Source: an optimization exercise on an open RTL-to-GDS flow (aim: small area). Production flows keep margins and buffers that such runs may drop. In this exercise RTL edits were held to simulation tests only and were not proved equivalent to the original. Power and IR drop assume default switching activity.

==> design.v <==
module av2_rx_engine (
    input  wire       clk,
    input  wire       rst,           
    input  wire       rx_valid,      
    input  wire [7:0] rx_data,
    input  wire       rx_err,        
    input  wire [7:0] rd_addr,
    output reg  [7:0] rd_data,
    output reg        ev_commit,     
    output wire [2:0] ev_sub,
    output reg        ev_ready,      
    output reg        ev_error,      
    output wire [3:0] ev_err_code
);
    integer i;
    reg [5:0] cnt;
    reg       hbad;         
    reg [2:0] sub;          
    reg       lenok;        
    wire st_ovr = cnt[5] & cnt[0];
    wire st_err = cnt[5] & cnt[1];
    wire st_hold = st_ovr | st_err;
    wire is_eol  = (rx_data == 8'hFF);
    wire dbyte   = rx_valid & ~rx_err & ~is_eol;
    wire eol     = rx_valid & ~rx_err & is_eol;
    wire ws = (rx_data >= 8'h09 && rx_data <= 8'h0D) || rx_data == 8'h20;
    wire hdr_match = (cnt[2:0] == 3'd0 && rx_data == 8'h23) ||
                     (cnt[2:0] == 3'd1 && rx_data == 8'h41) ||
                     (cnt[2:0] == 3'd2 && rx_data == 8'h56) ||
                     (cnt[2:0] == 3'd3 && rx_data == 8'h32) ||
                     (cnt[2:0] == 3'd4 && rx_data == 8'h20);
    reg [2:0] code_sub;
    always @* begin
        case (rx_data)
            8'h69: code_sub = 3'd0;
            8'h6A: code_sub = 3'd1;
            8'h6B: code_sub = 3'd2;
            8'h6C: code_sub = 3'd3;
            8'h6D: code_sub = 3'd4;
            8'h6E: code_sub = 3'd5;
            default: code_sub = 3'd7;
        endcase
    end
    reg past_thr;
    always @* begin
        case (sub)
            3'd0: past_thr = (cnt >= 6'd10);
            3'd1: past_thr = (cnt >= 6'd18);
            3'd2: past_thr = (cnt >= 6'd27);
            3'd3: past_thr = (cnt >= 6'd7);
            3'd4: past_thr = (cnt >= 6'd8);
            default: past_thr = (cnt >= 6'd5);
        endcase
    end
    wire c_sys = (sub == 3'd0);
    wire c_inp = (sub == 3'd1);
    wire c_spk = (sub == 3'd2);
    wire c_grp = c_sys | (sub == 3'd3) | (sub == 3'd4);    
    wire hdr_ok = (cnt >= 6'd5) & ~hbad & ~st_hold;
    wire known  = (cnt >= 6'd6) & ~st_hold & (sub[2:1] != 2'b11);
    wire commit = eol & hdr_ok & known & lenok;
    wire err1   = eol & ~st_hold & ~hdr_ok;
    wire err6   = eol & hdr_ok & known & ~lenok;
    wire err7   = eol & st_ovr;
    reg [5:0] progress;
    reg [1:0] ev_e;         
    wire ready = &progress[4:0];
    assign ev_sub      = sub;
    assign ev_err_code = {1'b0, ev_e[1], ev_e[1] | ev_e[0], ~ev_e[1] | ev_e[0]};
    wire [5:0] prog_new = progress | (6'd1 << sub);
    always @(posedge clk) begin
        if (rst) begin
            cnt <= 6'd0;
        end else if (rx_err) begin
            cnt <= 6'd34;
        end else if (rx_valid) begin
            if (is_eol)
                cnt <= 6'd0;
            else if (!st_hold)
                cnt <= cnt + 6'd1;
        end
        if (dbyte) begin
            if (cnt[5:3] == 3'd0 && (cnt[2:0] <= 3'd4))
                hbad <= (hbad & (cnt[2:0] != 3'd0)) | ~hdr_match;
            if (cnt == 6'd5) begin
                sub   <= code_sub;
                lenok <= (rx_data == 8'h6E);
            end else if (!ws && past_thr) begin
                lenok <= 1'b1;
            end
        end
        ev_commit <= ~rst & commit;
        ev_error  <= ~rst & (rx_err | err1 | err6 | err7);
        ev_ready  <= ~rst & commit & ~ready & (&prog_new[4:0]);
        if (rx_err)     ev_e <= 2'd1;
        else if (err7)  ev_e <= 2'd3;
        else if (err6)  ev_e <= 2'd2;
        else            ev_e <= 2'd0;
        if (rst)
            progress <= 6'd0;
        else if (commit)
            progress <= prog_new;
    end
    reg [2:0] stg_s [0:3];
    reg [1:0] stg_c;
    reg [7:0] stg_d [0:7];
    reg [5:0] stg_l [0:7];
    wire [2:0] w_size;
    wire       w_nz;
    wire [5:0] w_l;
    av2_rx_wdec u_wdec (.b(rx_data), .lab_mode(c_inp), .size(w_size), .nz(w_nz), .l6(w_l));
    wire [3:0]  en_s;
    wire [1:0]  en_c;
    wire [7:0]  en_d, en_l;
    av2_rx_slot_en u_slot_en (.cnt(cnt), .wr(rx_valid), .c_grp(c_grp), .c_inp(c_inp),
        .en_s(en_s), .en_c(en_c), .en_d(en_d), .en_l(en_l));
    always @(posedge clk) begin
        for (i = 0; i < 4; i = i + 1)
            if (en_s[i]) stg_s[i] <= w_size;
        for (i = 0; i < 2; i = i + 1)
            if (en_c[i]) stg_c[i] <= w_nz;
        for (i = 0; i < 8; i = i + 1) begin
            if (en_d[i]) stg_d[i] <= rx_data;
            if (en_l[i]) stg_l[i] <= w_l;
        end
    end
    reg [7:0] sys_flags, sys_mode, sys_vol;
    reg [5:0] sys_decode;                       
    reg [4:0] inp_label [0:9];                  
    reg       inp_panorama;
    reg [7:0] inp_width, inp_depth;
    reg [2:0] spk_size [0:3];
    reg [1:0] spk_cfg;
    reg [7:0] spk_dist [0:7];
    reg [5:0] spk_level [0:7];                  
    reg [7:0] sw_major, sw_minor;
    reg [7:0] fw_major, fw_minor, fw_patch;
    function [4:0] lab5(input [7:0] b);
        lab5 = (b <= 8'd20) ? b[4:0] : 5'h1F;
    endfunction
    wire [7:0] s_mode_b = stg_d[1];
    wire [3:0] s_input  = (s_mode_b[3:0] >= 4'd1 && s_mode_b[3:0] <= 4'd11) ? s_mode_b[3:0] : 4'd0;
    wire [7:0] s_dec_b  = stg_d[3];
    wire [5:0] s_dec    = (s_dec_b <= 8'd23 || (s_dec_b >= 8'd48 && s_dec_b <= 8'd55)) ?
                          s_dec_b[5:0] : 6'h3F;
    wire cm_sys = commit & (sub == 3'd0);
    wire cm_inp = commit & (sub == 3'd1);
    wire cm_spk = commit & (sub == 3'd2);
    wire cm_swv = commit & (sub == 3'd3);
    wire cm_fwv = commit & (sub == 3'd4);
    always @(posedge clk) begin
        if (cm_sys) begin
            sys_flags  <= stg_d[0];
            sys_mode   <= {s_mode_b[7:4], s_input};
            sys_vol    <= stg_d[2];
            sys_decode <= s_dec;
        end
        if (cm_inp) begin
            for (i = 0; i < 8; i = i + 1)
                inp_label[i] <= stg_l[i][4:0];
            inp_label[8]  <= lab5(stg_d[2]);
            inp_label[9]  <= lab5(stg_d[3]);
            inp_panorama  <= (stg_d[4] != 8'd0);
            inp_width     <= stg_d[5];
            inp_depth     <= stg_d[6];
        end
        if (cm_spk) begin
            for (i = 0; i < 4; i = i + 1)
                spk_size[i] <= stg_s[i];
            spk_cfg <= stg_c;
            for (i = 0; i < 8; i = i + 1) begin
                spk_dist[i]  <= stg_d[i];
                spk_level[i] <= stg_l[i];
            end
        end
        if (cm_swv) begin
            sw_major <= stg_d[0];
            sw_minor <= stg_d[1];
        end
        if (cm_fwv) begin
            fw_major <= stg_d[0];
            fw_minor <= stg_d[1];
            fw_patch <= stg_d[2];
        end
    end
    wire        s_prog, s_dec_rst;
    wire [3:0]  s_sys;
    wire [12:0] s_inp;
    wire [4:0]  s_spk;
    wire [7:0]  s_dist, s_lvl;
    wire [1:0]  s_sw;
    wire [2:0]  s_fw;
    av2_rx_rd_dec u_rd_dec (
        .rd_addr(rd_addr), .progress(progress),
        .s_prog(s_prog), .s_dec_rst(s_dec_rst), .s_sys(s_sys), .s_inp(s_inp),
        .s_spk(s_spk), .s_dist(s_dist), .s_lvl(s_lvl), .s_sw(s_sw), .s_fw(s_fw));
    wire [7:0] rd_w;
    av2_rx_rd_mux u_rd_mux (
        .s_prog(s_prog), .s_dec_rst(s_dec_rst), .s_sys(s_sys), .s_inp(s_inp),
        .s_spk(s_spk), .s_dist(s_dist), .s_lvl(s_lvl), .s_sw(s_sw), .s_fw(s_fw),
        .ready(ready), .progress(progress),
        .sys_flags(sys_flags), .sys_mode(sys_mode), .sys_vol(sys_vol), .sys_decode(sys_decode),
        .inp_label({inp_label[9], inp_label[8], inp_label[7], inp_label[6], inp_label[5],
                    inp_label[4], inp_label[3], inp_label[2], inp_label[1], inp_label[0]}),
        .inp_panorama(inp_panorama), .inp_width(inp_width), .inp_depth(inp_depth),
        .spk_size({spk_size[3], spk_size[2], spk_size[1], spk_size[0]}), .spk_cfg(spk_cfg),
        .spk_dist({spk_dist[7], spk_dist[6], spk_dist[5], spk_dist[4],
                   spk_dist[3], spk_dist[2], spk_dist[1], spk_dist[0]}),
        .spk_level({spk_level[7], spk_level[6], spk_level[5], spk_level[4],
                    spk_level[3], spk_level[2], spk_level[1], spk_level[0]}),
        .sw_major(sw_major), .sw_minor(sw_minor),
        .fw_major(fw_major), .fw_minor(fw_minor), .fw_patch(fw_patch),
        .rd_data(rd_w));
    always @* rd_data = rd_w;
endmodule
module av2_rx_rd_dec (
    input  wire [7:0]  rd_addr,
    input  wire [5:0]  progress,
    output wire        s_prog,       
    output wire        s_dec_rst,    
    output wire [3:0]  s_sys,        
    output wire [12:0] s_inp,        
    output wire [4:0]  s_spk,        
    output wire [7:0]  s_dist,       
    output wire [7:0]  s_lvl,        
    output wire [1:0]  s_sw,         
    output wire [2:0]  s_fw          
);
    wire [15:0] l_n;
    wire [5:0]  g_n;    
    av2_rx_rd_pre u_pre (.rd_addr(rd_addr), .progress(progress), .l_n(l_n), .g_n(g_n),
                         .s_prog(s_prog), .s_dec_rst(s_dec_rst));
    av2_rx_nor2 u_s_sys_0 (.a(g_n[0]), .b(l_n[0]), .y(s_sys[0]));
    av2_rx_nor2 u_s_sys_1 (.a(g_n[0]), .b(l_n[1]), .y(s_sys[1]));
    av2_rx_nor2 u_s_sys_2 (.a(g_n[0]), .b(l_n[2]), .y(s_sys[2]));
    av2_rx_nor2 u_s_sys_3 (.a(g_n[0]), .b(l_n[3]), .y(s_sys[3]));
    av2_rx_nor2 u_s_inp_0 (.a(g_n[1]), .b(l_n[0]), .y(s_inp[0]));
    av2_rx_nor2 u_s_inp_1 (.a(g_n[1]), .b(l_n[1]), .y(s_inp[1]));
    av2_rx_nor2 u_s_inp_2 (.a(g_n[1]), .b(l_n[2]), .y(s_inp[2]));
    av2_rx_nor2 u_s_inp_3 (.a(g_n[1]), .b(l_n[3]), .y(s_inp[3]));
    av2_rx_nor2 u_s_inp_4 (.a(g_n[1]), .b(l_n[4]), .y(s_inp[4]));
    av2_rx_nor2 u_s_inp_5 (.a(g_n[1]), .b(l_n[5]), .y(s_inp[5]));
    av2_rx_nor2 u_s_inp_6 (.a(g_n[1]), .b(l_n[6]), .y(s_inp[6]));
    av2_rx_nor2 u_s_inp_7 (.a(g_n[1]), .b(l_n[7]), .y(s_inp[7]));
    av2_rx_nor2 u_s_inp_8 (.a(g_n[1]), .b(l_n[8]), .y(s_inp[8]));
    av2_rx_nor2 u_s_inp_9 (.a(g_n[1]), .b(l_n[9]), .y(s_inp[9]));
    av2_rx_nor2 u_s_inp_10 (.a(g_n[1]), .b(l_n[10]), .y(s_inp[10]));
    av2_rx_nor2 u_s_inp_11 (.a(g_n[1]), .b(l_n[11]), .y(s_inp[11]));
    av2_rx_nor2 u_s_inp_12 (.a(g_n[1]), .b(l_n[12]), .y(s_inp[12]));
    av2_rx_nor2 u_s_spk_0 (.a(g_n[2]), .b(l_n[0]), .y(s_spk[0]));
    av2_rx_nor2 u_s_spk_1 (.a(g_n[2]), .b(l_n[1]), .y(s_spk[1]));
    av2_rx_nor2 u_s_spk_2 (.a(g_n[2]), .b(l_n[2]), .y(s_spk[2]));
    av2_rx_nor2 u_s_spk_3 (.a(g_n[2]), .b(l_n[3]), .y(s_spk[3]));
    av2_rx_nor2 u_s_spk_4 (.a(g_n[2]), .b(l_n[4]), .y(s_spk[4]));
    av2_rx_nor2 u_s_dist_0 (.a(g_n[2]), .b(l_n[8]), .y(s_dist[0]));
    av2_rx_nor2 u_s_dist_1 (.a(g_n[2]), .b(l_n[9]), .y(s_dist[1]));
    av2_rx_nor2 u_s_dist_2 (.a(g_n[2]), .b(l_n[10]), .y(s_dist[2]));
    av2_rx_nor2 u_s_dist_3 (.a(g_n[2]), .b(l_n[11]), .y(s_dist[3]));
    av2_rx_nor2 u_s_dist_4 (.a(g_n[2]), .b(l_n[12]), .y(s_dist[4]));
    av2_rx_nor2 u_s_dist_5 (.a(g_n[2]), .b(l_n[13]), .y(s_dist[5]));
    av2_rx_nor2 u_s_dist_6 (.a(g_n[2]), .b(l_n[14]), .y(s_dist[6]));
    av2_rx_nor2 u_s_dist_7 (.a(g_n[2]), .b(l_n[15]), .y(s_dist[7]));
    av2_rx_nor2 u_s_lvl_0 (.a(g_n[3]), .b(l_n[0]), .y(s_lvl[0]));
    av2_rx_nor2 u_s_lvl_1 (.a(g_n[3]), .b(l_n[1]), .y(s_lvl[1]));
    av2_rx_nor2 u_s_lvl_2 (.a(g_n[3]), .b(l_n[2]), .y(s_lvl[2]));
    av2_rx_nor2 u_s_lvl_3 (.a(g_n[3]), .b(l_n[3]), .y(s_lvl[3]));
    av2_rx_nor2 u_s_lvl_4 (.a(g_n[3]), .b(l_n[4]), .y(s_lvl[4]));
    av2_rx_nor2 u_s_lvl_5 (.a(g_n[3]), .b(l_n[5]), .y(s_lvl[5]));
    av2_rx_nor2 u_s_lvl_6 (.a(g_n[3]), .b(l_n[6]), .y(s_lvl[6]));
    av2_rx_nor2 u_s_lvl_7 (.a(g_n[3]), .b(l_n[7]), .y(s_lvl[7]));
    av2_rx_nor2 u_s_sw_0 (.a(g_n[4]), .b(l_n[0]), .y(s_sw[0]));
    av2_rx_nor2 u_s_sw_1 (.a(g_n[4]), .b(l_n[1]), .y(s_sw[1]));
    av2_rx_nor2 u_s_fw_0 (.a(g_n[5]), .b(l_n[8]), .y(s_fw[0]));
    av2_rx_nor2 u_s_fw_1 (.a(g_n[5]), .b(l_n[9]), .y(s_fw[1]));
    av2_rx_nor2 u_s_fw_2 (.a(g_n[5]), .b(l_n[10]), .y(s_fw[2]));
endmodule
module av2_rx_rd_pre (
    input  wire [7:0]  rd_addr,
    input  wire [5:0]  progress,
    output wire [15:0] l_n,
    output wire [5:0]  g_n,
    output wire        s_prog,
    output wire        s_dec_rst
);
    wire [15:0] h = 16'd1 << rd_addr[7:4];
    assign l_n = ~(16'd1 << rd_addr[3:0]);
    assign g_n = ~{h[5] & progress[4], h[5] & progress[3], h[4] & progress[2],
                   h[3] & progress[2], h[2] & progress[1], h[1] & progress[0]};
    assign s_prog    = h[0] & ~l_n[0];
    assign s_dec_rst = h[1] & ~l_n[3] & ~progress[0];
endmodule
module av2_rx_rd_mux (
    input  wire        s_prog, s_dec_rst,
    input  wire [3:0]  s_sys,
    input  wire [12:0] s_inp,
    input  wire [4:0]  s_spk,
    input  wire [7:0]  s_dist, s_lvl,
    input  wire [1:0]  s_sw,
    input  wire [2:0]  s_fw,
    input  wire        ready,
    input  wire [5:0]  progress,
    input  wire [7:0]  sys_flags, sys_mode, sys_vol,
    input  wire [5:0]  sys_decode,
    input  wire [49:0] inp_label,
    input  wire        inp_panorama,
    input  wire [7:0]  inp_width, inp_depth,
    input  wire [11:0] spk_size,
    input  wire [1:0]  spk_cfg,
    input  wire [63:0] spk_dist,
    input  wire [47:0] spk_level,
    input  wire [7:0]  sw_major, sw_minor, fw_major, fw_minor, fw_patch,
    output wire [7:0]  rd_data
);
    wire n1;
    av2_rx_aoi222 u_n1 (.a0(s_inp[0]), .b0(inp_label[0]), .a1(s_inp[1]), .b1(inp_label[5]), .a2(s_inp[2]), .b2(inp_label[10]), .y(n1));
    wire n2;
    av2_rx_aoi222 u_n2 (.a0(s_inp[3]), .b0(inp_label[15]), .a1(s_inp[4]), .b1(inp_label[20]), .a2(s_inp[5]), .b2(inp_label[25]), .y(n2));
    wire n3;
    av2_rx_aoi222 u_n3 (.a0(s_inp[6]), .b0(inp_label[30]), .a1(s_inp[7]), .b1(inp_label[35]), .a2(s_inp[8]), .b2(inp_label[40]), .y(n3));
    wire n4;
    av2_rx_nand2 u_n4 (.a(s_inp[9]), .b(inp_label[45]), .y(n4));
    wire p5;
    av2_rx_nand4 u_p5 (.a(n1), .b(n2), .c(n3), .d(n4), .y(p5));
    wire o6 = p5;
    wire n7;
    av2_rx_aoi222 u_n7 (.a0(s_inp[0]), .b0(inp_label[1]), .a1(s_inp[1]), .b1(inp_label[6]), .a2(s_inp[2]), .b2(inp_label[11]), .y(n7));
    wire n8;
    av2_rx_aoi222 u_n8 (.a0(s_inp[3]), .b0(inp_label[16]), .a1(s_inp[4]), .b1(inp_label[21]), .a2(s_inp[5]), .b2(inp_label[26]), .y(n8));
    wire n9;
    av2_rx_aoi222 u_n9 (.a0(s_inp[6]), .b0(inp_label[31]), .a1(s_inp[7]), .b1(inp_label[36]), .a2(s_inp[8]), .b2(inp_label[41]), .y(n9));
    wire n10;
    av2_rx_nand2 u_n10 (.a(s_inp[9]), .b(inp_label[46]), .y(n10));
    wire p11;
    av2_rx_nand4 u_p11 (.a(n7), .b(n8), .c(n9), .d(n10), .y(p11));
    wire o12 = p11;
    wire n13;
    av2_rx_aoi222 u_n13 (.a0(s_inp[0]), .b0(inp_label[2]), .a1(s_inp[1]), .b1(inp_label[7]), .a2(s_inp[2]), .b2(inp_label[12]), .y(n13));
    wire n14;
    av2_rx_aoi222 u_n14 (.a0(s_inp[3]), .b0(inp_label[17]), .a1(s_inp[4]), .b1(inp_label[22]), .a2(s_inp[5]), .b2(inp_label[27]), .y(n14));
    wire n15;
    av2_rx_aoi222 u_n15 (.a0(s_inp[6]), .b0(inp_label[32]), .a1(s_inp[7]), .b1(inp_label[37]), .a2(s_inp[8]), .b2(inp_label[42]), .y(n15));
    wire n16;
    av2_rx_nand2 u_n16 (.a(s_inp[9]), .b(inp_label[47]), .y(n16));
    wire p17;
    av2_rx_nand4 u_p17 (.a(n13), .b(n14), .c(n15), .d(n16), .y(p17));
    wire o18 = p17;
    wire n19;
    av2_rx_aoi222 u_n19 (.a0(s_inp[0]), .b0(inp_label[3]), .a1(s_inp[1]), .b1(inp_label[8]), .a2(s_inp[2]), .b2(inp_label[13]), .y(n19));
    wire n20;
    av2_rx_aoi222 u_n20 (.a0(s_inp[3]), .b0(inp_label[18]), .a1(s_inp[4]), .b1(inp_label[23]), .a2(s_inp[5]), .b2(inp_label[28]), .y(n20));
    wire n21;
    av2_rx_aoi222 u_n21 (.a0(s_inp[6]), .b0(inp_label[33]), .a1(s_inp[7]), .b1(inp_label[38]), .a2(s_inp[8]), .b2(inp_label[43]), .y(n21));
    wire n22;
    av2_rx_nand2 u_n22 (.a(s_inp[9]), .b(inp_label[48]), .y(n22));
    wire p23;
    av2_rx_nand4 u_p23 (.a(n19), .b(n20), .c(n21), .d(n22), .y(p23));
    wire o24 = p23;
    wire n25;
    av2_rx_aoi222 u_n25 (.a0(s_inp[0]), .b0(inp_label[4]), .a1(s_inp[1]), .b1(inp_label[9]), .a2(s_inp[2]), .b2(inp_label[14]), .y(n25));
    wire n26;
    av2_rx_aoi222 u_n26 (.a0(s_inp[3]), .b0(inp_label[19]), .a1(s_inp[4]), .b1(inp_label[24]), .a2(s_inp[5]), .b2(inp_label[29]), .y(n26));
    wire n27;
    av2_rx_aoi222 u_n27 (.a0(s_inp[6]), .b0(inp_label[34]), .a1(s_inp[7]), .b1(inp_label[39]), .a2(s_inp[8]), .b2(inp_label[44]), .y(n27));
    wire n28;
    av2_rx_nand2 u_n28 (.a(s_inp[9]), .b(inp_label[49]), .y(n28));
    wire p29;
    av2_rx_nand4 u_p29 (.a(n25), .b(n26), .c(n27), .d(n28), .y(p29));
    wire o30 = p29;
    wire lab_ff = o6 & o12 & o18 & o24 & o30;
    wire n31;
    av2_rx_aoi222 u_n31 (.a0(s_lvl[0]), .b0(spk_level[0]), .a1(s_lvl[1]), .b1(spk_level[6]), .a2(s_lvl[2]), .b2(spk_level[12]), .y(n31));
    wire n32;
    av2_rx_aoi222 u_n32 (.a0(s_lvl[3]), .b0(spk_level[18]), .a1(s_lvl[4]), .b1(spk_level[24]), .a2(s_lvl[5]), .b2(spk_level[30]), .y(n32));
    wire n33;
    av2_rx_nand2 u_n33 (.a(s_lvl[6]), .b(spk_level[36]), .y(n33));
    wire n34;
    av2_rx_nand2 u_n34 (.a(s_lvl[7]), .b(spk_level[42]), .y(n34));
    wire p35;
    av2_rx_nand4 u_p35 (.a(n31), .b(n32), .c(n33), .d(n34), .y(p35));
    wire o36 = p35;
    wire n37;
    av2_rx_aoi222 u_n37 (.a0(s_lvl[0]), .b0(spk_level[1]), .a1(s_lvl[1]), .b1(spk_level[7]), .a2(s_lvl[2]), .b2(spk_level[13]), .y(n37));
    wire n38;
    av2_rx_aoi222 u_n38 (.a0(s_lvl[3]), .b0(spk_level[19]), .a1(s_lvl[4]), .b1(spk_level[25]), .a2(s_lvl[5]), .b2(spk_level[31]), .y(n38));
    wire n39;
    av2_rx_nand2 u_n39 (.a(s_lvl[6]), .b(spk_level[37]), .y(n39));
    wire n40;
    av2_rx_nand2 u_n40 (.a(s_lvl[7]), .b(spk_level[43]), .y(n40));
    wire p41;
    av2_rx_nand4 u_p41 (.a(n37), .b(n38), .c(n39), .d(n40), .y(p41));
    wire o42 = p41;
    wire n43;
    av2_rx_aoi222 u_n43 (.a0(s_lvl[0]), .b0(spk_level[2]), .a1(s_lvl[1]), .b1(spk_level[8]), .a2(s_lvl[2]), .b2(spk_level[14]), .y(n43));
    wire n44;
    av2_rx_aoi222 u_n44 (.a0(s_lvl[3]), .b0(spk_level[20]), .a1(s_lvl[4]), .b1(spk_level[26]), .a2(s_lvl[5]), .b2(spk_level[32]), .y(n44));
    wire n45;
    av2_rx_nand2 u_n45 (.a(s_lvl[6]), .b(spk_level[38]), .y(n45));
    wire n46;
    av2_rx_nand2 u_n46 (.a(s_lvl[7]), .b(spk_level[44]), .y(n46));
    wire p47;
    av2_rx_nand4 u_p47 (.a(n43), .b(n44), .c(n45), .d(n46), .y(p47));
    wire o48 = p47;
    wire n49;
    av2_rx_aoi222 u_n49 (.a0(s_lvl[0]), .b0(spk_level[3]), .a1(s_lvl[1]), .b1(spk_level[9]), .a2(s_lvl[2]), .b2(spk_level[15]), .y(n49));
    wire n50;
    av2_rx_aoi222 u_n50 (.a0(s_lvl[3]), .b0(spk_level[21]), .a1(s_lvl[4]), .b1(spk_level[27]), .a2(s_lvl[5]), .b2(spk_level[33]), .y(n50));
    wire n51;
    av2_rx_nand2 u_n51 (.a(s_lvl[6]), .b(spk_level[39]), .y(n51));
    wire n52;
    av2_rx_nand2 u_n52 (.a(s_lvl[7]), .b(spk_level[45]), .y(n52));
    wire p53;
    av2_rx_nand4 u_p53 (.a(n49), .b(n50), .c(n51), .d(n52), .y(p53));
    wire o54 = p53;
    wire n55;
    av2_rx_aoi222 u_n55 (.a0(s_lvl[0]), .b0(spk_level[4]), .a1(s_lvl[1]), .b1(spk_level[10]), .a2(s_lvl[2]), .b2(spk_level[16]), .y(n55));
    wire n56;
    av2_rx_aoi222 u_n56 (.a0(s_lvl[3]), .b0(spk_level[22]), .a1(s_lvl[4]), .b1(spk_level[28]), .a2(s_lvl[5]), .b2(spk_level[34]), .y(n56));
    wire n57;
    av2_rx_nand2 u_n57 (.a(s_lvl[6]), .b(spk_level[40]), .y(n57));
    wire n58;
    av2_rx_nand2 u_n58 (.a(s_lvl[7]), .b(spk_level[46]), .y(n58));
    wire p59;
    av2_rx_nand4 u_p59 (.a(n55), .b(n56), .c(n57), .d(n58), .y(p59));
    wire o60 = p59;
    wire n61;
    av2_rx_aoi222 u_n61 (.a0(s_lvl[0]), .b0(spk_level[5]), .a1(s_lvl[1]), .b1(spk_level[11]), .a2(s_lvl[2]), .b2(spk_level[17]), .y(n61));
    wire n62;
    av2_rx_aoi222 u_n62 (.a0(s_lvl[3]), .b0(spk_level[23]), .a1(s_lvl[4]), .b1(spk_level[29]), .a2(s_lvl[5]), .b2(spk_level[35]), .y(n62));
    wire n63;
    av2_rx_nand2 u_n63 (.a(s_lvl[6]), .b(spk_level[41]), .y(n63));
    wire n64;
    av2_rx_nand2 u_n64 (.a(s_lvl[7]), .b(spk_level[47]), .y(n64));
    wire p65;
    av2_rx_nand4 u_p65 (.a(n61), .b(n62), .c(n63), .d(n64), .y(p65));
    wire o66 = p65;
    wire dec_ff = &sys_decode;
    wire n67;
    av2_rx_aoi222 u_n67 (.a0(s_prog), .b0(progress[0]), .a1(s_sys[0]), .b1(sys_flags[0]), .a2(s_sys[1]), .b2(sys_mode[0]), .y(n67));
    wire n68;
    av2_rx_aoi222 u_n68 (.a0(s_sys[2]), .b0(sys_vol[0]), .a1(s_sys[3]), .b1(sys_decode[0]), .a2(s_inp[10]), .b2(inp_panorama), .y(n68));
    wire n69;
    av2_rx_aoi222 u_n69 (.a0(s_inp[11]), .b0(inp_width[0]), .a1(s_inp[12]), .b1(inp_depth[0]), .a2(s_spk[0]), .b2(spk_size[0]), .y(n69));
    wire n70;
    av2_rx_aoi222 u_n70 (.a0(s_spk[1]), .b0(spk_size[3]), .a1(s_spk[2]), .b1(spk_size[6]), .a2(s_spk[3]), .b2(spk_size[9]), .y(n70));
    wire n71;
    av2_rx_aoi222 u_n71 (.a0(s_spk[4]), .b0(spk_cfg[0]), .a1(s_dist[0]), .b1(spk_dist[0]), .a2(s_dist[1]), .b2(spk_dist[8]), .y(n71));
    wire n72;
    av2_rx_aoi222 u_n72 (.a0(s_dist[2]), .b0(spk_dist[16]), .a1(s_dist[3]), .b1(spk_dist[24]), .a2(s_dist[4]), .b2(spk_dist[32]), .y(n72));
    wire n73;
    av2_rx_aoi222 u_n73 (.a0(s_dist[5]), .b0(spk_dist[40]), .a1(s_dist[6]), .b1(spk_dist[48]), .a2(s_dist[7]), .b2(spk_dist[56]), .y(n73));
    wire n74;
    av2_rx_aoi222 u_n74 (.a0(s_sw[0]), .b0(sw_major[0]), .a1(s_sw[1]), .b1(sw_minor[0]), .a2(s_fw[0]), .b2(fw_major[0]), .y(n74));
    wire n75;
    av2_rx_nand2 u_n75 (.a(s_fw[1]), .b(fw_minor[0]), .y(n75));
    wire n76;
    av2_rx_nand2 u_n76 (.a(s_fw[2]), .b(fw_patch[0]), .y(n76));
    wire p77;
    av2_rx_nand4 u_p77 (.a(n67), .b(n68), .c(n69), .d(n70), .y(p77));
    wire p78;
    av2_rx_nand4 u_p78 (.a(n71), .b(n72), .c(n73), .d(n74), .y(p78));
    wire p79;
    av2_rx_nand2 u_p79 (.a(n75), .b(n76), .y(p79));
    wire o80 = s_dec_rst | o6 | o36 | p77 | p78 | p79;
    assign rd_data[0] = o80;
    wire n81;
    av2_rx_aoi222 u_n81 (.a0(s_prog), .b0(progress[1]), .a1(s_sys[0]), .b1(sys_flags[1]), .a2(s_sys[1]), .b2(sys_mode[1]), .y(n81));
    wire n82;
    av2_rx_aoi222 u_n82 (.a0(s_sys[2]), .b0(sys_vol[1]), .a1(s_sys[3]), .b1(sys_decode[1]), .a2(s_inp[11]), .b2(inp_width[1]), .y(n82));
    wire n83;
    av2_rx_aoi222 u_n83 (.a0(s_inp[12]), .b0(inp_depth[1]), .a1(s_spk[0]), .b1(spk_size[1]), .a2(s_spk[1]), .b2(spk_size[4]), .y(n83));
    wire n84;
    av2_rx_aoi222 u_n84 (.a0(s_spk[2]), .b0(spk_size[7]), .a1(s_spk[3]), .b1(spk_size[10]), .a2(s_spk[4]), .b2(spk_cfg[1]), .y(n84));
    wire n85;
    av2_rx_aoi222 u_n85 (.a0(s_dist[0]), .b0(spk_dist[1]), .a1(s_dist[1]), .b1(spk_dist[9]), .a2(s_dist[2]), .b2(spk_dist[17]), .y(n85));
    wire n86;
    av2_rx_aoi222 u_n86 (.a0(s_dist[3]), .b0(spk_dist[25]), .a1(s_dist[4]), .b1(spk_dist[33]), .a2(s_dist[5]), .b2(spk_dist[41]), .y(n86));
    wire n87;
    av2_rx_aoi222 u_n87 (.a0(s_dist[6]), .b0(spk_dist[49]), .a1(s_dist[7]), .b1(spk_dist[57]), .a2(s_sw[0]), .b2(sw_major[1]), .y(n87));
    wire n88;
    av2_rx_aoi222 u_n88 (.a0(s_sw[1]), .b0(sw_minor[1]), .a1(s_fw[0]), .b1(fw_major[1]), .a2(s_fw[1]), .b2(fw_minor[1]), .y(n88));
    wire n89;
    av2_rx_nand2 u_n89 (.a(s_fw[2]), .b(fw_patch[1]), .y(n89));
    wire p90;
    av2_rx_nand4 u_p90 (.a(n81), .b(n82), .c(n83), .d(n84), .y(p90));
    wire p91;
    av2_rx_nand4 u_p91 (.a(n85), .b(n86), .c(n87), .d(n88), .y(p91));
    wire o92 = s_dec_rst | o12 | o42 | p90 | p91 | ~n89;
    assign rd_data[1] = o92;
    wire n93;
    av2_rx_aoi222 u_n93 (.a0(s_prog), .b0(progress[2]), .a1(s_sys[0]), .b1(sys_flags[2]), .a2(s_sys[1]), .b2(sys_mode[2]), .y(n93));
    wire n94;
    av2_rx_aoi222 u_n94 (.a0(s_sys[2]), .b0(sys_vol[2]), .a1(s_sys[3]), .b1(sys_decode[2]), .a2(s_inp[11]), .b2(inp_width[2]), .y(n94));
    wire n95;
    av2_rx_aoi222 u_n95 (.a0(s_inp[12]), .b0(inp_depth[2]), .a1(s_spk[0]), .b1(spk_size[2]), .a2(s_spk[1]), .b2(spk_size[5]), .y(n95));
    wire n96;
    av2_rx_aoi222 u_n96 (.a0(s_spk[2]), .b0(spk_size[8]), .a1(s_spk[3]), .b1(spk_size[11]), .a2(s_dist[0]), .b2(spk_dist[2]), .y(n96));
    wire n97;
    av2_rx_aoi222 u_n97 (.a0(s_dist[1]), .b0(spk_dist[10]), .a1(s_dist[2]), .b1(spk_dist[18]), .a2(s_dist[3]), .b2(spk_dist[26]), .y(n97));
    wire n98;
    av2_rx_aoi222 u_n98 (.a0(s_dist[4]), .b0(spk_dist[34]), .a1(s_dist[5]), .b1(spk_dist[42]), .a2(s_dist[6]), .b2(spk_dist[50]), .y(n98));
    wire n99;
    av2_rx_aoi222 u_n99 (.a0(s_dist[7]), .b0(spk_dist[58]), .a1(s_sw[0]), .b1(sw_major[2]), .a2(s_sw[1]), .b2(sw_minor[2]), .y(n99));
    wire n100;
    av2_rx_aoi222 u_n100 (.a0(s_fw[0]), .b0(fw_major[2]), .a1(s_fw[1]), .b1(fw_minor[2]), .a2(s_fw[2]), .b2(fw_patch[2]), .y(n100));
    wire p101;
    av2_rx_nand4 u_p101 (.a(n93), .b(n94), .c(n95), .d(n96), .y(p101));
    wire p102;
    av2_rx_nand4 u_p102 (.a(n97), .b(n98), .c(n99), .d(n100), .y(p102));
    wire o103 = s_dec_rst | o18 | o48 | p101 | p102;
    assign rd_data[2] = o103;
    wire n104;
    av2_rx_aoi222 u_n104 (.a0(s_prog), .b0(progress[3]), .a1(s_sys[0]), .b1(sys_flags[3]), .a2(s_sys[1]), .b2(sys_mode[3]), .y(n104));
    wire n105;
    av2_rx_aoi222 u_n105 (.a0(s_sys[2]), .b0(sys_vol[3]), .a1(s_sys[3]), .b1(sys_decode[3]), .a2(s_inp[11]), .b2(inp_width[3]), .y(n105));
    wire n106;
    av2_rx_aoi222 u_n106 (.a0(s_inp[12]), .b0(inp_depth[3]), .a1(s_dist[0]), .b1(spk_dist[3]), .a2(s_dist[1]), .b2(spk_dist[11]), .y(n106));
    wire n107;
    av2_rx_aoi222 u_n107 (.a0(s_dist[2]), .b0(spk_dist[19]), .a1(s_dist[3]), .b1(spk_dist[27]), .a2(s_dist[4]), .b2(spk_dist[35]), .y(n107));
    wire n108;
    av2_rx_aoi222 u_n108 (.a0(s_dist[5]), .b0(spk_dist[43]), .a1(s_dist[6]), .b1(spk_dist[51]), .a2(s_dist[7]), .b2(spk_dist[59]), .y(n108));
    wire n109;
    av2_rx_aoi222 u_n109 (.a0(s_sw[0]), .b0(sw_major[3]), .a1(s_sw[1]), .b1(sw_minor[3]), .a2(s_fw[0]), .b2(fw_major[3]), .y(n109));
    wire n110;
    av2_rx_nand2 u_n110 (.a(s_fw[1]), .b(fw_minor[3]), .y(n110));
    wire n111;
    av2_rx_nand2 u_n111 (.a(s_fw[2]), .b(fw_patch[3]), .y(n111));
    wire p112;
    av2_rx_nand4 u_p112 (.a(n104), .b(n105), .c(n106), .d(n107), .y(p112));
    wire p113;
    av2_rx_nand4 u_p113 (.a(n108), .b(n109), .c(n110), .d(n111), .y(p113));
    wire o114 = s_dec_rst | o24 | o54 | p112 | p113;
    assign rd_data[3] = o114;
    wire n115;
    av2_rx_aoi222 u_n115 (.a0(s_prog), .b0(progress[4]), .a1(s_sys[0]), .b1(sys_flags[4]), .a2(s_sys[1]), .b2(sys_mode[4]), .y(n115));
    wire n116;
    av2_rx_aoi222 u_n116 (.a0(s_sys[2]), .b0(sys_vol[4]), .a1(s_sys[3]), .b1(sys_decode[4]), .a2(s_inp[11]), .b2(inp_width[4]), .y(n116));
    wire n117;
    av2_rx_aoi222 u_n117 (.a0(s_inp[12]), .b0(inp_depth[4]), .a1(s_dist[0]), .b1(spk_dist[4]), .a2(s_dist[1]), .b2(spk_dist[12]), .y(n117));
    wire n118;
    av2_rx_aoi222 u_n118 (.a0(s_dist[2]), .b0(spk_dist[20]), .a1(s_dist[3]), .b1(spk_dist[28]), .a2(s_dist[4]), .b2(spk_dist[36]), .y(n118));
    wire n119;
    av2_rx_aoi222 u_n119 (.a0(s_dist[5]), .b0(spk_dist[44]), .a1(s_dist[6]), .b1(spk_dist[52]), .a2(s_dist[7]), .b2(spk_dist[60]), .y(n119));
    wire n120;
    av2_rx_aoi222 u_n120 (.a0(s_sw[0]), .b0(sw_major[4]), .a1(s_sw[1]), .b1(sw_minor[4]), .a2(s_fw[0]), .b2(fw_major[4]), .y(n120));
    wire n121;
    av2_rx_nand2 u_n121 (.a(s_fw[1]), .b(fw_minor[4]), .y(n121));
    wire n122;
    av2_rx_nand2 u_n122 (.a(s_fw[2]), .b(fw_patch[4]), .y(n122));
    wire p123;
    av2_rx_nand4 u_p123 (.a(n115), .b(n116), .c(n117), .d(n118), .y(p123));
    wire p124;
    av2_rx_nand4 u_p124 (.a(n119), .b(n120), .c(n121), .d(n122), .y(p124));
    wire o125 = s_dec_rst | o30 | o60 | p123 | p124;
    assign rd_data[4] = o125;
    wire n126;
    av2_rx_aoi222 u_n126 (.a0(s_prog), .b0(progress[5]), .a1(s_sys[0]), .b1(sys_flags[5]), .a2(s_sys[1]), .b2(sys_mode[5]), .y(n126));
    wire n127;
    av2_rx_aoi222 u_n127 (.a0(s_sys[2]), .b0(sys_vol[5]), .a1(s_sys[3]), .b1(sys_decode[5]), .a2(s_inp[11]), .b2(inp_width[5]), .y(n127));
    wire n128;
    av2_rx_aoi222 u_n128 (.a0(s_inp[12]), .b0(inp_depth[5]), .a1(s_dist[0]), .b1(spk_dist[5]), .a2(s_dist[1]), .b2(spk_dist[13]), .y(n128));
    wire n129;
    av2_rx_aoi222 u_n129 (.a0(s_dist[2]), .b0(spk_dist[21]), .a1(s_dist[3]), .b1(spk_dist[29]), .a2(s_dist[4]), .b2(spk_dist[37]), .y(n129));
    wire n130;
    av2_rx_aoi222 u_n130 (.a0(s_dist[5]), .b0(spk_dist[45]), .a1(s_dist[6]), .b1(spk_dist[53]), .a2(s_dist[7]), .b2(spk_dist[61]), .y(n130));
    wire n131;
    av2_rx_aoi222 u_n131 (.a0(s_sw[0]), .b0(sw_major[5]), .a1(s_sw[1]), .b1(sw_minor[5]), .a2(s_fw[0]), .b2(fw_major[5]), .y(n131));
    wire n132;
    av2_rx_nand2 u_n132 (.a(s_fw[1]), .b(fw_minor[5]), .y(n132));
    wire n133;
    av2_rx_nand2 u_n133 (.a(s_fw[2]), .b(fw_patch[5]), .y(n133));
    wire p134;
    av2_rx_nand4 u_p134 (.a(n126), .b(n127), .c(n128), .d(n129), .y(p134));
    wire p135;
    av2_rx_nand4 u_p135 (.a(n130), .b(n131), .c(n132), .d(n133), .y(p135));
    wire o136 = s_dec_rst | lab_ff | o66 | p134 | p135;
    assign rd_data[5] = o136;
    wire n137;
    av2_rx_aoi222 u_n137 (.a0(s_sys[0]), .b0(sys_flags[6]), .a1(s_sys[1]), .b1(sys_mode[6]), .a2(s_sys[2]), .b2(sys_vol[6]), .y(n137));
    wire n138;
    av2_rx_aoi222 u_n138 (.a0(s_sys[3]), .b0(dec_ff), .a1(s_inp[11]), .b1(inp_width[6]), .a2(s_inp[12]), .b2(inp_depth[6]), .y(n138));
    wire n139;
    av2_rx_aoi222 u_n139 (.a0(s_dist[0]), .b0(spk_dist[6]), .a1(s_dist[1]), .b1(spk_dist[14]), .a2(s_dist[2]), .b2(spk_dist[22]), .y(n139));
    wire n140;
    av2_rx_aoi222 u_n140 (.a0(s_dist[3]), .b0(spk_dist[30]), .a1(s_dist[4]), .b1(spk_dist[38]), .a2(s_dist[5]), .b2(spk_dist[46]), .y(n140));
    wire n141;
    av2_rx_aoi222 u_n141 (.a0(s_dist[6]), .b0(spk_dist[54]), .a1(s_dist[7]), .b1(spk_dist[62]), .a2(s_sw[0]), .b2(sw_major[6]), .y(n141));
    wire n142;
    av2_rx_aoi222 u_n142 (.a0(s_sw[1]), .b0(sw_minor[6]), .a1(s_fw[0]), .b1(fw_major[6]), .a2(s_fw[1]), .b2(fw_minor[6]), .y(n142));
    wire n143;
    av2_rx_nand2 u_n143 (.a(s_fw[2]), .b(fw_patch[6]), .y(n143));
    wire p144;
    av2_rx_nand4 u_p144 (.a(n137), .b(n138), .c(n139), .d(n140), .y(p144));
    wire p145;
    av2_rx_nand3 u_p145 (.a(n141), .b(n142), .c(n143), .y(p145));
    wire o146 = s_dec_rst | lab_ff | o66 | p144 | p145;
    assign rd_data[6] = o146;
    wire n147;
    av2_rx_aoi222 u_n147 (.a0(s_prog), .b0(ready), .a1(s_sys[0]), .b1(sys_flags[7]), .a2(s_sys[1]), .b2(sys_mode[7]), .y(n147));
    wire n148;
    av2_rx_aoi222 u_n148 (.a0(s_sys[2]), .b0(sys_vol[7]), .a1(s_sys[3]), .b1(dec_ff), .a2(s_inp[11]), .b2(inp_width[7]), .y(n148));
    wire n149;
    av2_rx_aoi222 u_n149 (.a0(s_inp[12]), .b0(inp_depth[7]), .a1(s_dist[0]), .b1(spk_dist[7]), .a2(s_dist[1]), .b2(spk_dist[15]), .y(n149));
    wire n150;
    av2_rx_aoi222 u_n150 (.a0(s_dist[2]), .b0(spk_dist[23]), .a1(s_dist[3]), .b1(spk_dist[31]), .a2(s_dist[4]), .b2(spk_dist[39]), .y(n150));
    wire n151;
    av2_rx_aoi222 u_n151 (.a0(s_dist[5]), .b0(spk_dist[47]), .a1(s_dist[6]), .b1(spk_dist[55]), .a2(s_dist[7]), .b2(spk_dist[63]), .y(n151));
    wire n152;
    av2_rx_aoi222 u_n152 (.a0(s_sw[0]), .b0(sw_major[7]), .a1(s_sw[1]), .b1(sw_minor[7]), .a2(s_fw[0]), .b2(fw_major[7]), .y(n152));
    wire n153;
    av2_rx_nand2 u_n153 (.a(s_fw[1]), .b(fw_minor[7]), .y(n153));
    wire n154;
    av2_rx_nand2 u_n154 (.a(s_fw[2]), .b(fw_patch[7]), .y(n154));
    wire p155;
    av2_rx_nand4 u_p155 (.a(n147), .b(n148), .c(n149), .d(n150), .y(p155));
    wire p156;
    av2_rx_nand4 u_p156 (.a(n151), .b(n152), .c(n153), .d(n154), .y(p156));
    wire o157 = s_dec_rst | lab_ff | o66 | p155 | p156;
    assign rd_data[7] = o157;
endmodule
module av2_rx_aoi222 (input wire a0, b0, a1, b1, a2, b2, output wire y);
    assign y = ~((a0 & b0) | (a1 & b1) | (a2 & b2));
endmodule
module av2_rx_nand2 (input wire a, b, output wire y);
    assign y = ~(a & b);
endmodule
module av2_rx_nand3 (input wire a, b, c, output wire y);
    assign y = ~(a & b & c);
endmodule
module av2_rx_nand4 (input wire a, b, c, d, output wire y);
    assign y = ~(a & b & c & d);
endmodule
module av2_rx_nor2 (input wire a, b, output wire y);
    assign y = ~(a | b);
endmodule
module av2_rx_wdec (
    input  wire [7:0] b,
    input  wire       lab_mode,    
    output wire [2:0] size,        
    output wire       nz,          
    output wire [5:0] l6           
);
    wire [4:0] label = (b <= 8'd20) ? b[4:0] : 5'h1F;
    wire [7:0] lraw  = (b > 8'd60) ? 8'd60 : b;
    wire [7:0] lvl   = lraw - 8'd30;
    assign size = (b >= 8'd1 && b <= 8'd4) ? b[2:0] : 3'd0;
    assign nz   = (b != 8'd0);
    assign l6   = lab_mode ? {1'b0, label} : lvl[5:0];
endmodule
module av2_rx_slot_en (
    input  wire [5:0] cnt,
    input  wire       wr,
    input  wire       c_grp,
    input  wire       c_inp,
    output reg  [3:0] en_s,
    output reg  [1:0] en_c,
    output reg  [7:0] en_d,
    output reg  [7:0] en_l
);
    integer i;
    always @* begin
        for (i = 0; i < 4; i = i + 1) en_s[i] = wr & (cnt == 6 + i);
        en_c[0] = wr & (cnt == 6'd10);
        en_c[1] = wr & (cnt == 6'd11);
        en_d[0] = wr & ((cnt == 6'd6)  | ((cnt == 6'd12) & ~c_grp));
        en_d[1] = wr & ((cnt == 6'd7)  | ((cnt == 6'd13) & ~c_grp));
        en_d[2] = wr & ((cnt == 6'd8)  | ((cnt == 6'd14) & ~c_grp));
        en_d[3] = wr & ((cnt == 6'd10) | ((cnt == 6'd15) & ~c_grp));
        for (i = 4; i < 8; i = i + 1) en_d[i] = wr & (cnt == 12 + i);
        for (i = 0; i < 8; i = i + 1) en_l[i] = wr & ((cnt == 6 + i) | ((cnt == 20 + i) & ~c_inp));
    end
endmodule
==> flow/run.sh <==
#!/bin/bash
# Layout flow: the standard flow (standard.sh, unchanged synthesis) with
# these layout choices changed:
#  - port buffers use the smallest buffer cell (sky130_fd_sc_hd__buf_1);
#  - clock tree synthesis inserts no dummy loads and clusters up to 28 sinks;
# All of make's output goes to flow_make.log in the work folder; ORFS keeps
# each tool's own log under orfs/logs/.
set -euo pipefail
export BUFFER_PORTS_ARGS="-buffer_cell sky130_fd_sc_hd__buf_1"
export CTS_ARGS="-sink_clustering_enable -repair_clock_nets -sink_clustering_size 28 -sink_clustering_max_diameter 110 -dont_use_dummy_load -root_buf sky130_fd_sc_hd__clkbuf_8 -tree_buf sky130_fd_sc_hd__clkbuf_8"
bash standard.sh finish > flow_make.log 2>&1
==> standard.sh <==
#!/bin/bash
# synth_recipe.tcl (not shown) runs the flow's synth.tcl, then flattens the netlist and writes it again
# the make line also repeats each setting of config.mk as NAME=value (left out here)
make -C /OpenROAD-flow-scripts/flow DESIGN_CONFIG=/design/flow/config.mk WORK_HOME=/design/flow/orfs CLKGATE_MAP_FILE= SYNTH_SCRIPT=/design/flow/synth_recipe.tcl "${@:-finish}"
==> config.mk <==
export PLATFORM = sky130hd
export DESIGN_NAME = av2_rx_engine
export DESIGN_NICKNAME = av2_rx_engine
export VERILOG_FILES = /design/flow/design.v
export SDC_FILE = /design/flow/constraint.sdc
export NUM_CORES = 4
export LEC_CHECK = 0
export CAP_MARGIN = 20
export CORE_MARGIN = 2
export CORE_UTILIZATION = 65
export PLACE_DENSITY = 0.75
export SLEW_MARGIN = 20
export SYNTH_HIERARCHICAL = 1
==> constraint.sdc <==
create_clock -name core_clock -period 10.0 [get_ports {clk}]
set_input_delay 2.0000 -clock core_clock [delete_from_list [all_inputs] [get_ports {clk}]]
set_output_delay 2.0000 -clock core_clock [all_outputs]
set_load 0.01 [all_outputs]
==> out/metrics.cfg, run 1 <==
[power]
fin_total_pwr_mw=2.69
leakagePower_nw=4.86
ir_worst_vdd_uv=113
power.density_mw_per_mm2=163

[timing]
max_freq_mhz=145
whs_ps=387
slew_viol_final=0
rsz0062_at_grt=no
setup_viol=0
tns_ps=0
hold_viol_final=0
max_slew_margin_pct=17.6
fin_crit_sh_pct=68.8
fin_crit_ps=6880
skew_ps=41.2
tightest_slew_ps=1230

[detailed_routing]
dr.pass1.iters=11
drt-initial-drc-count=1722
viasPerCell=7.12
via_count=9354
avgRoutedWirePerCell_um=29.5
drc_errors=0
antenna_left=0
drt-total-wl_um=38800

[cts]
hold_buffers=0
cts_tree=yes
cts-root-buf=clkbuf_8
cts.sink_count=411
postCtsSetupBuffers=0
cts_made_buffers=18
cts_buffer_depth=3
cts.htree.levels=1
cts_resized=0
path_clk_slew_ps=90
clk_latency_ps=600

[floorplan]
die_x_um=159
num_io_pins=38
rows=56
die_area_mm2=0.0252
chipHeight_um=159
coreArea_mm2=0.0235
initial_core_util_pct=66.3

[global_route]
grt_pass1_vias=8804
grt_max_degree=71
grt_use_total_pct=30.7
antenna_found_initial=4
gr-total-overflow=0
grt_pass1_wl_um=56500

[worst_setup_path]
crit_start=rd_addr[6]
reg2reg_from=cnt[1]
path_max_fanout=13
crit_path_start_kind=primary input
worstSetupPathType=in2out
cp.arrival_ps=4880
end_kind=output port
crit_required_ps=8000

[place]
hpwl_um=26400
gp_congestion=0.937
portBuffers=36

[synth]
yosys-top-cells-area=edfxtp_1 (76%), a222oi_1 (5.2%), dfxtp_1 (2.2%)
syn_area_mm2=0.0156
yosys.area.top_type_share_pct=76.0
synth_seq_cells=411
synthDistinctLibCells=74
ys.flop_type=edfxtp_1
synth-edff-count=394
yosysSeqAreaShare_pct=78.2
async_reset_ff_share_pct=0
syn_avg_cell_area_um2=16.4
syn_nets=973
syn_inst=948
yosys.area.top_type=edfxtp_1
yosysWarnings=15

[flow_run]
max_cap_violations=0

[cells_and_area]
utilization_pct=70.4
finalNetCount=1019
synthToLayoutAreaGrowth_pct=6.12
drive_above_1_share_pct=8.17

[min_path]
hp-start=stg_s[3][1]
hp-class=reg2reg

[outcome]
status=timing/DRC/antenna clean

-- cell usage in the layout (no fill, tap or decap), types with 10 or more instances in the layout --
master,count
buf_1,35
a222oi_1,81
nand3_1,22
nand4_1,35
nor3_1,22
or2_2,15
nand2_1,81
buf_4,16
dfxtp_1,17
clkbuf_16,15
inv_1,13
edfxtp_1,394
nor2_1,82
nor4_1,10
-- area by class of cell --
class,count,area [um2]
sequential,411,12200
tap,319,399
timing repair buffer,52,256
inverter,17,63.8
fill,1562,6960
clock buffer,18,417
multi-input combinational,494,3200
antenna,2,5.00
-- routing by layer --
layer	vias to the layer above	track usage (%)	part of all wire (%)
met2	736	47.6	45
met3	109	8.18	14
met5	-	0	0.052
li1	3950	-	-
met1	4555	43.2	37
met4	4	9.88	3.8
-- final timing paths --
kind / endpoint / slack [ps] / cells past startpoint
hold / removal: spk_size[3][1] / 390 / 0
hold reg to reg: spk_size[3][1] / 390 / 0
setup reg to reg: spk_level[1][1] / 5800 / 9
setup / recovery: rd_data[1] / 3120 / 9
-- flip-flops by register name, indices dropped and copies added, names as in the netlist, 8 cells and up --
register,cells
fw_major,8
fw_minor,8
fw_patch,8
inp_depth,8
inp_label,50
inp_width,8
spk_dist,64
spk_level,48
spk_size,12
stg_d,64
stg_l,48
stg_s,12
sw_major,8
sw_minor,8
sys_flags,8
sys_mode,8
sys_vol,8
-- modules after synthesis (local to each module, per instance), excerpt --
module	flops+latches	times used
av2_rx_nand3	0	1
av2_rx_nor2	0	43
av2_rx_rd_pre	0	1
av2_rx_nand4	0	26
av2_rx_engine	411	1
av2_rx_nand2	0	30
-- worst max-delay path: stages --
cell,delay (ps)
buf_1,110
nor2_1,230
nand4b_1,480
nor2_1,1050
a222oi_1,440
nand4_1,240
nor4_2,60
nand3b_1,120
buf_1,150
-- cell families (layout without fill, tap and decap cells) --
| group | count (synthesis) | after routing | synth area share [%] |
|---|---|---|---|
| buffers and inverters | 43 | 87 | 1.48 |
| adders and majority gates | 5 | 5 | 0.402 |
| muxes | 1 | 1 | 0.0724 |
| DFF | 411 | 411 | 78.2 |
| other | 1 | 3 | 0.0241 |
| and+or+nand+nor | 334 | 334 | 11.3 |
| AOI/OAI and AO/OA | 149 | 149 | 8.30 |
| xor gates and xnor gates | 4 | 4 | 0.225 |
-- through the flow --
step | setup slack [ps] | cells | instance area (um2)
6_report | 3120 | 1313 | 16500
5_1_grt | 3000 | 1312 | 16500
4_1_cts | 3310 | 1311 | 16500
3_5_place_dp | 3340 | 1293 | 16100
3_3_place_gp | 3360 | 1293 | 16100
2_1_floorplan | 1250 | 948 | 15600
-- report_power, final --
| part | total (mW) | internal (mW) | switching, mW |
|---|---|---|---|
| combinational | 0.0562 | 0.0158 | 0.0405 |
| clock | 0.763 | 0.296 | 0.467 |
| sequential | 1.87 | 1.86 | 0.00409 |
| total | 2.69 | 2.17 | 0.511 |
-- cells in the mapped netlist, types with 3 or more instances --
cell         n
a21oi_1      9
a222oi_1    81
a31oi_1      4
and2b_1      3
and4bb_2     3
buf_2        9
buf_4       11
clkbuf_1     3
dfxtp_1     17
edfxtp_1   394
ha_1         5
inv_1       13
inv_2        3
nand2_1     81
nand2b_1     6
nand3_1     22
nand3b_1     5
nand4_1     35
nand4b_1     4
nor2_1      85
nor2b_1      8
nor3_1      25
nor3b_1      3
nor4_1      10
o211ai_1     3
o21a_1       3
o21ai_0      8
o21ai_1      6
o22ai_1      3
o2bb2ai_1    3
o32ai_1      4
or2_2       15
or3_1        4
or4_1        4
==> run 2, diff against run 1 <==
==> flow/run.sh (replaced) <==
#!/bin/bash
# Layout flow: the standard flow (standard.sh, unchanged synthesis) with
# these layout choices changed:
#  - port buffers use the smallest buffer cell (sky130_fd_sc_hd__buf_1);
#  - clock tree synthesis inserts no dummy loads and clusters up to 28 sinks;
#  - after floorplan, combinational cells are set to their smallest drive
#    (flow/downsize.tcl); placement's repairs size up what needs it.
# All of make's output goes to flow_make.log in the work folder; ORFS keeps
# each tool's own log under orfs/logs/.
set -euo pipefail
export BUFFER_PORTS_ARGS="-buffer_cell sky130_fd_sc_hd__buf_1"
export POST_FLOORPLAN_TCL="$PWD/flow/downsize.tcl"
export CTS_ARGS="-sink_clustering_enable -repair_clock_nets -sink_clustering_size 28 -sink_clustering_max_diameter 110 -dont_use_dummy_load"
bash standard.sh finish > flow_make.log 2>&1
==> flow/downsize.tcl (new file) <==
# Sourced after floorplan (POST_FLOORPLAN_TCL): set every combinational cell
# to the smallest drive strength of its function. Placement's repair_design
# and the later timing repairs size up whatever then needs it.
set n 0
foreach inst [[ord::get_db_block] getInsts] {
  set master [[$inst getMaster] getName]
  if {![regexp {^(sky130_fd_sc_hd__[a-z0-9]+)_([0-9]+)$} $master -> base drive]} { continue }
  if {[regexp {df|dl|clk|buf|conb|tap|fill|decap|diode|probe} $base]} { continue }
  set best ""
  set best_area 1e9
  foreach d {0 1 2} {
    set cand [get_lib_cells -quiet ${base}_$d]
    if {$cand eq ""} { continue }
    set m [[ord::get_db] findMaster ${base}_$d]
    if {$m eq "NULL" || $m eq ""} { continue }
    set a [expr {[$m getWidth] * [$m getHeight]}]
    if {$a < $best_area} { set best_area $a; set best ${base}_$d }
  }
  set cur [[ord::get_db] findMaster $master]
  if {$best ne "" && $best ne $master && $best_area < [$cur getWidth] * [$cur getHeight]} {
    replace_cell [$inst getName] $best
    incr n
  }
}
puts "downsize.tcl: resized $n instances"
==> out/metrics.cfg, run 2 <==
[cells_and_area]
utilization_pct=70.3
final_common_cell=edfxtp_1
synthToLayoutAreaGrowth_pct=5.97
finalNetCount=1019
drive_above_1_share_pct=6.55
fin_area_mm2=0.0165
stdcell_count=1312
largest_registers=spk_dist: 64 flops, stg_d: 64 flops, inp_label: 50 flops
final_cell_mix=edfxtp_1 (394), nor2_1 (82), nand2_1 (81), a222oi_1 (81), buf_1 (36)
n_fill_cell=1521

[timing]
whs_ps=414
tns_ps=0
setup_viol=0
fin_crit_ps=6720
rsz0062_at_grt=no
tightest_slew_ps=1110
slew_viol_final=0
hold_viol_final=0
max_slew_margin_pct=26.0
setup_slack_ps=3280
max_freq_mhz=149
fin_crit_sh_pct=67.2
skew_ps=31.4

[synth]
synth-edff-count=394
synthDistinctLibCells=74
synth.area.mux_share_pct=0.0724
synth.most_common_cell=edfxtp_1
synth_seq_cells=411
syn_avg_cell_area_um2=16.4
syn_area_mm2=0.0156
yosys-top-cells-area=edfxtp_1 (76%), a222oi_1 (5.2%), dfxtp_1 (2.2%)
netlist_top_cells_count=edfxtp_1 (394), nor2_1 (85), a222oi_1 (81), nand2_1 (81), nand4_1 (35)
yosysWarnings=15
yosysSeqAreaShare_pct=78.2
synth_top_family_by_area=simple AND/OR/NAND/NOR gates
synth_xor_area_share_pct=0.225
yosys.area_share.simple_pct=11.3
syn_nets=973
yosys.area.top_type=edfxtp_1
yosys.area_share.adder_pct=0.402
synth_compound_area_share_pct=8.30
yosys.area.top_type_share_pct=76.0
syn_inst=948
async_reset_ff_share_pct=0
ys.flop_type=edfxtp_1

[place]
pre_cts_slack_ps=3340
hpwl_um=27000
portBuffers=36
dp.cells=1292
placed_cell_area_mm2=0.0160
gp_congestion=0.985

[cts]
cts.sink_count=411
cts_resized=0
path_clk_slew_ps=100
postCtsSetupBuffers=0
cts_tree=yes
cts.htree.levels=1
cts_buffer_depth=3
hold_buffers=0
clk_latency_ps=530
cts_made_buffers=18
cts-root-buf=clkbuf_16

[power]
leakagePower_nw=4.87
fin_total_pwr_mw=2.72
ir_worst_vdd_uv=133
power.density_mw_per_mm2=165

[detailed_routing]
avgRoutedWirePerCell_um=30.1
drc_errors=0
via_count=9361
dr.pass1.iters=9
drt-initial-drc-count=2167
drt-total-wl_um=39400
antenna_left=0
viasPerCell=7.13

[worst_setup_path]
end_kind=output port
worstSetupPathType=in2out
path_max_fanout=13
cp.arrival_ps=4720
crit_required_ps=8000
crit_path_start_kind=primary input

[floorplan]
die_area_mm2=0.0252
num_io_pins=38
coreArea_mm2=0.0235
chipHeight_um=159
initial_core_util_pct=66.3
rows=56
die_x_um=159

[global_route]
grt_pass1_vias=8655
grt_use_total_pct=31.2
antenna_found_initial=0
grt_max_degree=68
grt_pass1_wl_um=57500
gr-total-overflow=0

[outcome]
status=timing/DRC/antenna clean

[min_path]
hp-class=reg2reg

[flow_run]
max_cap_violations=0

run 2: kinds of logic (layout without fill, tap and decap cells):
kind of cell    count (synthesis)  in the layout
simple gates                  334            334
mux                             1              1
other cells                     1              2
flops                         411            411
fa+ha+maj                       5              5
compound gates                149            149
xor+xnor                        4              4
buf+inv                        43             87
run 2: cell type report:
type / instances / area, um2 / share of cell area, %
Inverter: 17 / 63.8 / 0.387
Antenna cell: 1 / 2.50 / 0.0152
Tap cell: 319 / 399 / 2.42
Timing Repair Buffer: 52 / 275 / 1.67
Sequential cell: 411 / 12200 / 73.8
Clock buffer: 18 / 450 / 2.73
Multi-Input combinational cell: 494 / 3130 / 19.0
run 2: worst paths after layout:
check             cells past startpoint  slack (ps)              to   startpoint
setup / recovery                      9        3280      rd_data[7]   rd_addr[6]
hold / removal                        0         410  spk_dist[7][5]  stg_d[7][5]
setup reg to reg                      9        5860  spk_dist[4][2]       cnt[0]
hold reg to reg                       0         410  spk_dist[7][5]  stg_d[7][5]
run 2: where the power goes:
group          switching [mW]  leakage (nW)  internal, mW
Sequential            0.00533          3.65          1.86
Clock                   0.471         0.222         0.326
Combinational          0.0383         0.999        0.0151
run 2: routing by layer:
| metal | vias to the layer above | track usage (%) | wire [um] |
|---|---|---|---|
| met3 | 83 | 3.81 | 4860 |
| met5 | - | 0 | 0 |
| met4 | 0 | 9.59 | 1410 |
| li1 | 3948 | - | - |
| met1 | 4573 | 47.4 | 15000 |
| met2 | 757 | 48.5 | 18200 |
run 2: critical path: stages:
cell and delay (ps):
buf_1 100, nor2_1 270, nand4b_1 550, nor2_1 610, a222oi_1 290, nand4_1 160, nand4_1 320, o21ai_1 240
buf_1 180
run 2: modules after synthesis, one instance, submodules excluded, excerpt:
module          flops+latches  times used  area (um2)
av2_rx_aoi222               0          81        10.0
av2_rx_rd_pre               0           1         213
av2_rx_slot_en              0           1         305
av2_rx_wdec                 0           1         246
av2_rx_nand4                0          26        6.26
av2_rx_rd_mux               0           1         200
av2_rx_engine             411           1       13300
av2_rx_nor2                 0          43        3.75
av2_rx_nand2                0          30        3.75
av2_rx_nand3                0           1        5.00
==> run 3, diff against run 2 <==
==> flow/run.sh (replaced) <==
#!/bin/bash
# Layout flow: the standard flow (standard.sh, unchanged synthesis) with
# these layout choices changed:
#  - port buffers use the smallest buffer cell (sky130_fd_sc_hd__buf_1);
#  - clock tree synthesis inserts no dummy loads and clusters up to 17 sinks under sky130_fd_sc_hd__clkbuf_8 buffers;
#  - after floorplan, combinational cells are set to their smallest drive
#    (flow/downsize.tcl); placement's repairs size up what needs it.
# All of make's output goes to flow_make.log in the work folder; ORFS keeps
# each tool's own log under orfs/logs/.
set -euo pipefail
export BUFFER_PORTS_ARGS="-buffer_cell sky130_fd_sc_hd__buf_1"
export POST_FLOORPLAN_TCL="$PWD/flow/downsize.tcl"
export CTS_ARGS="-sink_clustering_enable -repair_clock_nets -sink_clustering_size 17 -sink_clustering_max_diameter 80 -dont_use_dummy_load -buf_list sky130_fd_sc_hd__clkbuf_8 -root_buf sky130_fd_sc_hd__clkbuf_8 -sink_clustering_buffer sky130_fd_sc_hd__clkbuf_8"
bash standard.sh finish > flow_make.log 2>&1
==> out/metrics.cfg, run 3 <==
[outcome]
status=timing/DRC/antenna clean

[worst_setup_path]
cp.arrival_ps=4770
worstSetupPathType=in2out
crit_required_ps=8000
crit_path_start_kind=primary input
path_max_fanout=13
end_kind=output port

[synth]
syn_inst=948
synth.most_common_cell=edfxtp_1
yosysWarnings=15
yosys-top-cells-area=edfxtp_1 (76%), a222oi_1 (5.2%), dfxtp_1 (2.2%)
yosysSeqAreaShare_pct=78.2
ys.flop_type=edfxtp_1
syn_nets=973
async_reset_ff_share_pct=0
netlist_top_cells_count=edfxtp_1 (394), nor2_1 (85), a222oi_1 (81), nand2_1 (81), nand4_1 (35)
syn_area_mm2=0.0156
yosys.area.top_type=edfxtp_1
synthDistinctLibCells=74
syn_avg_cell_area_um2=16.4
synth_seq_cells=411
yosys.area.top_type_share_pct=76.0
synth-edff-count=394

[place]
portBuffers=36
hpwl_um=27000
gp_congestion=0.985
placed_cell_area_mm2=0.0160
dp.cells=1292

[global_route]
grt_max_degree=68
grt_pass1_wl_um=57100
gr-total-overflow=0
grt_pass1_vias=8667
antenna_found_initial=0
grt_use_total_pct=31.0

[cells_and_area]
drive_above_1_share_pct=7.49
final_cell_mix=edfxtp_1 (394), nor2_1 (82), nand2_1 (81), a222oi_1 (81), buf_1 (36)
utilization_pct=70.0
stdcell_count=1321
largest_registers=spk_dist: 64 flops, stg_d: 64 flops, inp_label: 50 flops
finalNetCount=1029
insertedDiodeCount=0
synthToLayoutAreaGrowth_pct=5.53
fin_area_mm2=0.0164
final_common_cell=edfxtp_1

[detailed_routing]
via_count=9420
avgRoutedWirePerCell_um=29.8
viasPerCell=7.13
dr.pass1.iters=10
antenna_left=0
drc_errors=0
drt-initial-drc-count=2030
drt-total-wl_um=39300

[floorplan]
rows=56
die_area_mm2=0.0252
num_io_pins=38
coreArea_mm2=0.0235
die_x_um=159
initial_core_util_pct=66.3
chipHeight_um=159

[cts]
cts.htree.levels=1
postCtsSetupBuffers=0
cts_buffer_depth=3
cts_tree=yes
hold_buffers=0
cts-root-buf=clkbuf_8
clk_latency_ps=610
cts_resized=0
cts.sink_count=411
cts_made_buffers=28
path_clk_slew_ps=90

[timing]
skew_ps=50.2
fin_crit_ps=6770
rsz0062_at_grt=no
slew_viol_final=0
max_freq_mhz=148
tightest_slew_ps=1150
setup_viol=0
fin_crit_sh_pct=67.7
max_slew_margin_pct=23.2
hold_viol_final=0
tns_ps=0

[min_path]
hp-class=reg2reg

[flow_run]
max_cap_violations=0

[power]
power.density_mw_per_mm2=161
ir_worst_vdd_uv=120
fin_total_pwr_mw=2.64
leakagePower_nw=4.85

[run 3: cell counts after synthesis]
Identical to the previous run, type by type.
[run 3: layout make-up]
type / instances / area, um2
Inverter: 17 / 63.8
Fill cell: 1523 / 7050
Multi-Input combinational cell: 494 / 3130
Clock buffer: 28 / 385
Sequential cell: 411 / 12200
Timing Repair Buffer: 52 / 275
Tap cell: 319 / 399
[run 3: modules after synthesis, one instance, submodules excluded, excerpt]
module / flops+latches / area [um2] / copies in the design / cells
av2_rx_aoi222: 0 / 10.0 / 81 / 1
av2_rx_engine: 411 / 13300 / 1 / 608
av2_rx_nand2: 0 / 3.75 / 30 / 1
av2_rx_nand3: 0 / 5.00 / 1 / 1
av2_rx_nand4: 0 / 6.26 / 26 / 1
av2_rx_nor2: 0 / 3.75 / 43 / 1
av2_rx_rd_mux: 0 / 200 / 1 / 34
av2_rx_rd_pre: 0 / 213 / 1 / 35
av2_rx_slot_en: 0 / 305 / 1 / 51
av2_rx_wdec: 0 / 246 / 1 / 39
[run 3: worst paths after layout]
path | from | endpoint | slack, ps | depth (start not counted)
worst max-delay path | rd_addr[6] | rd_data[7] | 3230 | 9
worst min-delay path | stg_l[4][5] | spk_level[4][5] | 420 | 0
worst max register to register | cnt[0] | spk_dist[6][0] | 5880 | 9
worst min register to register | stg_l[4][5] | spk_level[4][5] | 420 | 0
[run 3: worst max-delay path, stage by stage]
cell	delay (ps)
buf_1	100
nor2_1	280
nand4b_1	550
nor2_1	620
a222oi_1	310
nand4_1	170
nand4_1	320
o21ai_1	240
buf_1	180
[run 3: per-layer routing]
metal  part of all wire, %  wire length [um]  GRT usage, %
met1                    38             14800          46.9
met2                    46             18000          47.8
met3                    13              5120          4.10
met4                   3.6              1430          9.97
met5                     0                 0             0
[run 3: kinds of logic after synthesis]
group                      Yosys count  synth area share (%)
DFF                                411                  78.2
and+or+nand+nor                    334                  11.3
AOI/OAI and AO/OA                  149                  8.30
buffers and inverters               43                  1.48
adders and majority gates            5                 0.402
xor gates and xnor gates             4                 0.225
other                                1                0.0241
muxes                                1                0.0724
[run 3: power by group]
part / switching (mW) / internal [mW] / leakage, nW
sequential: 0.00536 / 1.86 / 3.65
clock: 0.472 / 0.250 / 0.201
combinational: 0.0382 / 0.0151 / 0.999
total: 0.516 / 2.13 / 4.85
[run 3: stage by stage]
stage / hold WS [ps] / setup slack (ps)
floorplan: 400 / 1250
global placement: 402 / 3350
detailed placement: 405 / 3340
CTS: 427 / 3340
global route: 433 / 3100
finish: 425 / 3230

[port drivers added, routing unchanged]
In the flow no input, the clock included, has a driving cell. The finished layouts below were timed again as built, in two steps.
Step 1 assumes that a clkbuf_16 drives the clock port and a buf_2 every other input.
Step 2 also shifts input and output timing later by t, the mid clock arrival at the registers, as if the neighbouring blocks saw the same clock.
Three values: ideal ports, drivers, drivers and shift; two values: the first two.
run | shift t [ns] | setup WS [ns] | hold WS [ns] | worst data-port slew with drivers (ns) | cell pins on the clock port's net
run 1 | 0.622 | 3.120 / 3.057 / 3.057 | 0.387 / 0.387 / 0.387 | 0.09 | 1
run 2 | 0.562 | 3.277 / 3.254 / 3.254 | 0.414 / 0.414 / 0.414 | 0.04 | 1
run 3 | 0.630 | 3.230 / 3.206 / 3.206 | 0.425 / 0.425 / 0.425 | 0.04 | 1
After both steps every run listed still meets setup and hold. The setup slack of run 1, which loses most, moves by -0.063 ns with the drivers and by -0.063 ns with both steps.
